Background: an optimization exercise with open tools, aiming at small area, a short achievable clock period and few clock cycles. Do not read the settings as production practice.
Power figures rest on the tool's default switching activity, not on a simulated workload.

== nickel ==
==> flow/design.v <==
module frame_ctrl (
    input  wire       clk,
    input  wire       rst,         
    input  wire       rx_valid,
    input  wire [7:0] rx_data,
    output wire       rx_ready,
    output reg        ev_valid,
    output reg  [2:0] ev_kind,
    output reg  [7:0] ev_a,
    output reg  [7:0] ev_b,
    output reg  [1:0] mode,
    output reg        collect,
    output wire       edge_ie,
    output reg  [2:0] alarm
);
    localparam [2:0] EV_CMD    = 3'd1,
                     EV_NOCHAR = 3'd2,
                     EV_TH     = 3'd3,
                     EV_F      = 3'd4,
                     EV_DIAG   = 3'd5,
                     EV_DROP   = 3'd6;
    localparam [1:0] M_IDLE = 2'd0,
                     M_TH   = 2'd1,
                     M_F    = 2'd2;
    localparam [2:0] G_START = 3'd0,    
                     G_NUM1  = 3'd1,    
                     G_SPACE = 3'd2,    
                     G_NUM2  = 3'd3,    
                     G_ERR   = 3'd4;    
    localparam [7:0] MK_SUM = 8'hAD;
    assign rx_ready = 1'b1;
    assign edge_ie  = collect && (mode == M_F);
    reg       bv;
    reg [7:0] b;
    always @(posedge clk) begin
        bv <= rx_valid && !rst;
        b  <= rx_data;
    end
    reg [4:0] len;             
    reg       cmdp;            
    reg [3:0] mk;              
    reg       found;           
    reg [7:0] sum;             
    reg [2:0] gst;             
    reg       snap;            
    reg [7:0] dval;            
    reg       dbig;            
    reg       dgot;            
    reg       ddone;           
    wire first   = (len == 5'd0);
    wire is_term = (b == 8'h0D) || (b == 8'h0A);
    wire is_dig  = (b[7:4] == 4'h3) && (b[3:0] <= 4'd9);
    wire is_sp   = (b == 8'h20);
    wire [3:0] d = b[3:0];
    wire       found_e = !first && found;
    wire [3:0] mk_e    = first ? 4'd0 : mk;
    wire [2:0] gst_e   = first ? G_START : gst;
    wire [7:0] sum_e   = first ? 8'd0 : sum;
    function [7:0] dec_sat;
        input [7:0] v;
        input [3:0] dd;
        begin
            if (v > 8'd25 || (v == 8'd25 && dd > 4'd5))
                dec_sat = 8'd255;
            else
                dec_sat = {v[4:0], 3'd0} + {v[4:0], 1'b0} + {4'd0, dd};
        end
    endfunction
    reg [7:0] mk_ch;
    always @(*) begin
        case (mk_e)
        4'd0: mk_ch = 8'h20;   
        4'd1: mk_ch = 8'h43;   
        4'd2: mk_ch = 8'h48;   
        4'd3: mk_ch = 8'h45;   
        4'd4: mk_ch = 8'h43;   
        4'd5: mk_ch = 8'h4B;   
        4'd6: mk_ch = 8'h53;   
        4'd7: mk_ch = 8'h55;   
        4'd8: mk_ch = 8'h4D;   
        default: mk_ch = 8'h3A;   
        endcase
    end
    reg [7:0] cmd_ch;
    always @(*) begin
        case (len[1:0])
        2'd0: cmd_ch = 8'h43;   
        2'd1: cmd_ch = 8'h4D;   
        2'd2: cmd_ch = 8'h44;   
        default: cmd_ch = 8'h3A;   
        endcase
    end
    function accept;
        input [2:0] g;
        input [1:0] m;
        begin
            accept = (m == M_TH && g == G_NUM2) || (m == M_F && g == G_NUM1);
        end
    endfunction
    wire is_cmd = cmdp && (len >= 5'd4);
    wire ck_ok  = dgot && !dbig && (dval == sum - MK_SUM);
    wire pl_ok  = found ? (ck_ok && snap) : accept(gst, mode);
    reg [2:0] kind;
    always @(*) begin
        if (is_cmd)
            kind = (len == 5'd4) ? EV_NOCHAR : EV_CMD;
        else if (found && !ck_ok)
            kind = EV_DIAG;
        else if (pl_ok)
            kind = (mode == M_TH) ? EV_TH : EV_F;
        else
            kind = EV_DROP;
    end
    always @(posedge clk) begin
        if (rst) begin
            len      <= 5'd0;
            ev_valid <= 1'b0;
            mode     <= M_IDLE;
            collect  <= 1'b0;
            alarm    <= 3'd0;
        end else begin
            ev_valid <= 1'b0;
            if (bv) begin
                if (is_term) begin
                    len <= 5'd0;
                    if (!first) begin
                        ev_valid <= 1'b1;
                        ev_kind  <= kind;
                        if (!(is_cmd && len != 5'd4) && !pl_ok)
                            ev_a <= 8'd0;
                        if (!(!is_cmd && pl_ok && mode == M_TH))
                            ev_b <= 8'd0;
                        if (is_cmd && len != 5'd4) begin
                            case (ev_a)
                            8'h53: collect  <= 1'b1;    
                            8'h45: collect  <= 1'b0;    
                            8'h41: mode     <= M_TH;    
                            8'h42: mode     <= M_F;     
                            8'h31: alarm[0] <= 1'b1;    
                            8'h32: alarm[1] <= 1'b1;
                            8'h33: alarm[2] <= 1'b1;
                            8'h34: alarm[0] <= 1'b0;    
                            8'h35: alarm[1] <= 1'b0;
                            8'h36: alarm[2] <= 1'b0;
                            default: ;
                            endcase
                        end
                    end
                end else if (len == 5'd23) begin
                    len <= 5'd0;    
                end else begin
                    len <= len + 5'd1;
                    if (len < 5'd4)
                        cmdp <= (first || cmdp) && (b == cmd_ch);
                    if (len == 5'd4 && cmdp)
                        ev_a <= b;
                    if (!found_e) begin
                        sum <= sum_e + b;
                        if (b == mk_ch) begin
                            if (mk_e == 4'd9) begin
                                found <= 1'b1;
                                dval  <= 8'd0;
                                dbig  <= 1'b0;
                                dgot  <= 1'b0;
                                ddone <= 1'b0;
                            end else begin
                                found <= 1'b0;
                            end
                            mk <= mk_e + 4'd1;
                        end else begin
                            found <= 1'b0;
                            mk <= is_sp ? 4'd1 : 4'd0;
                        end
                        if (is_sp)
                            snap <= accept(gst_e, mode);
                    end else if (!ddone) begin
                        if (is_dig) begin
                            dgot <= 1'b1;
                            if (dbig || dval > 8'd25 || (dval == 8'd25 && d > 4'd5))
                                dbig <= 1'b1;
                            dval <= dec_sat(dval, d);
                        end else begin
                            ddone <= 1'b1;
                        end
                    end
                    case (gst_e)
                    G_START: if (is_dig) begin
                                 gst  <= G_NUM1;
                                 ev_a <= {4'd0, d};
                             end else gst <= G_ERR;
                    G_NUM1:  if (is_dig) ev_a <= dec_sat(ev_a, d);
                             else if (is_sp) gst <= G_SPACE;
                             else gst <= G_ERR;
                    G_SPACE: if (is_dig) begin
                                 gst  <= G_NUM2;
                                 ev_b <= {4'd0, d};
                             end else if (!is_sp) gst <= G_ERR;
                    G_NUM2:  if (is_dig) ev_b <= dec_sat(ev_b, d);
                             else gst <= G_ERR;
                    default: gst <= G_ERR;
                    endcase
                end
            end
        end
    end
endmodule
clock: 10.0 ns
lec_check: 0
abc_area: 1
cap_margin: 20
core_margin: 2
core_utilization: 30
place_density: 0.5
slew_margin: 20
run.sh (not shown) runs the stock make flow with config.mk's settings and CLKGATE_MAP_FILE= SYNTH_SCRIPT=/design/flow/synth_recipe.tcl, a recipe that flattens the netlist after the stock synthesis.
> inputs changed (nickel -> tundra)
- a deleted ABC_AREA that had been 1
When tundra is set beside nickel, its post-synthesis cell area turns out to be about 1.3% smaller.
Going from nickel to tundra, the die area was shrunk.
tundra: clock group share of total power higher than nickel
In tundra, the register-to-register slack came out 1.08 ns below the value in nickel.
tundra vs nickel, number of different library cells in the post-synthesis netlist went up by 13.
Final cell count went down by more than 10% going from nickel to tundra.
No functional check of the RTL was part of any run of this note.

-- separate check: timing with driven ports --
The results above use ideal ports. As a check the final layouts listed here were re-extracted and re-timed, cells and wires unchanged.
Step 1 sets driving cells, clkbuf_16 on the clock port and buf_2 on the other inputs (assumed; they add their load-dependent delay and slew).
Step 2 also shifts input and output timing later by t, the mid clock arrival at the registers, as if the neighbouring blocks saw the same clock.
Three values: ideal ports, drivers, drivers and shift; two values: the first two.
run | shift t [ns] | setup slack, ns | latest minus earliest clock arrival (ns) | slew at the worst register clock pin (ns)
nickel | 0.376 | 5.984 / 6.005 / 5.629 | 0.008 / 0.008 | 0.06 / 0.06
tundra | 0.375 | 5.633 / 5.650 / 5.275 | 0.008 / 0.008 | 0.06 / 0.06
After both steps every run listed still meets setup and hold. For tundra, which loses most, drivers alone change the setup slack by +0.017 ns; drivers and shift together by -0.358 ns.
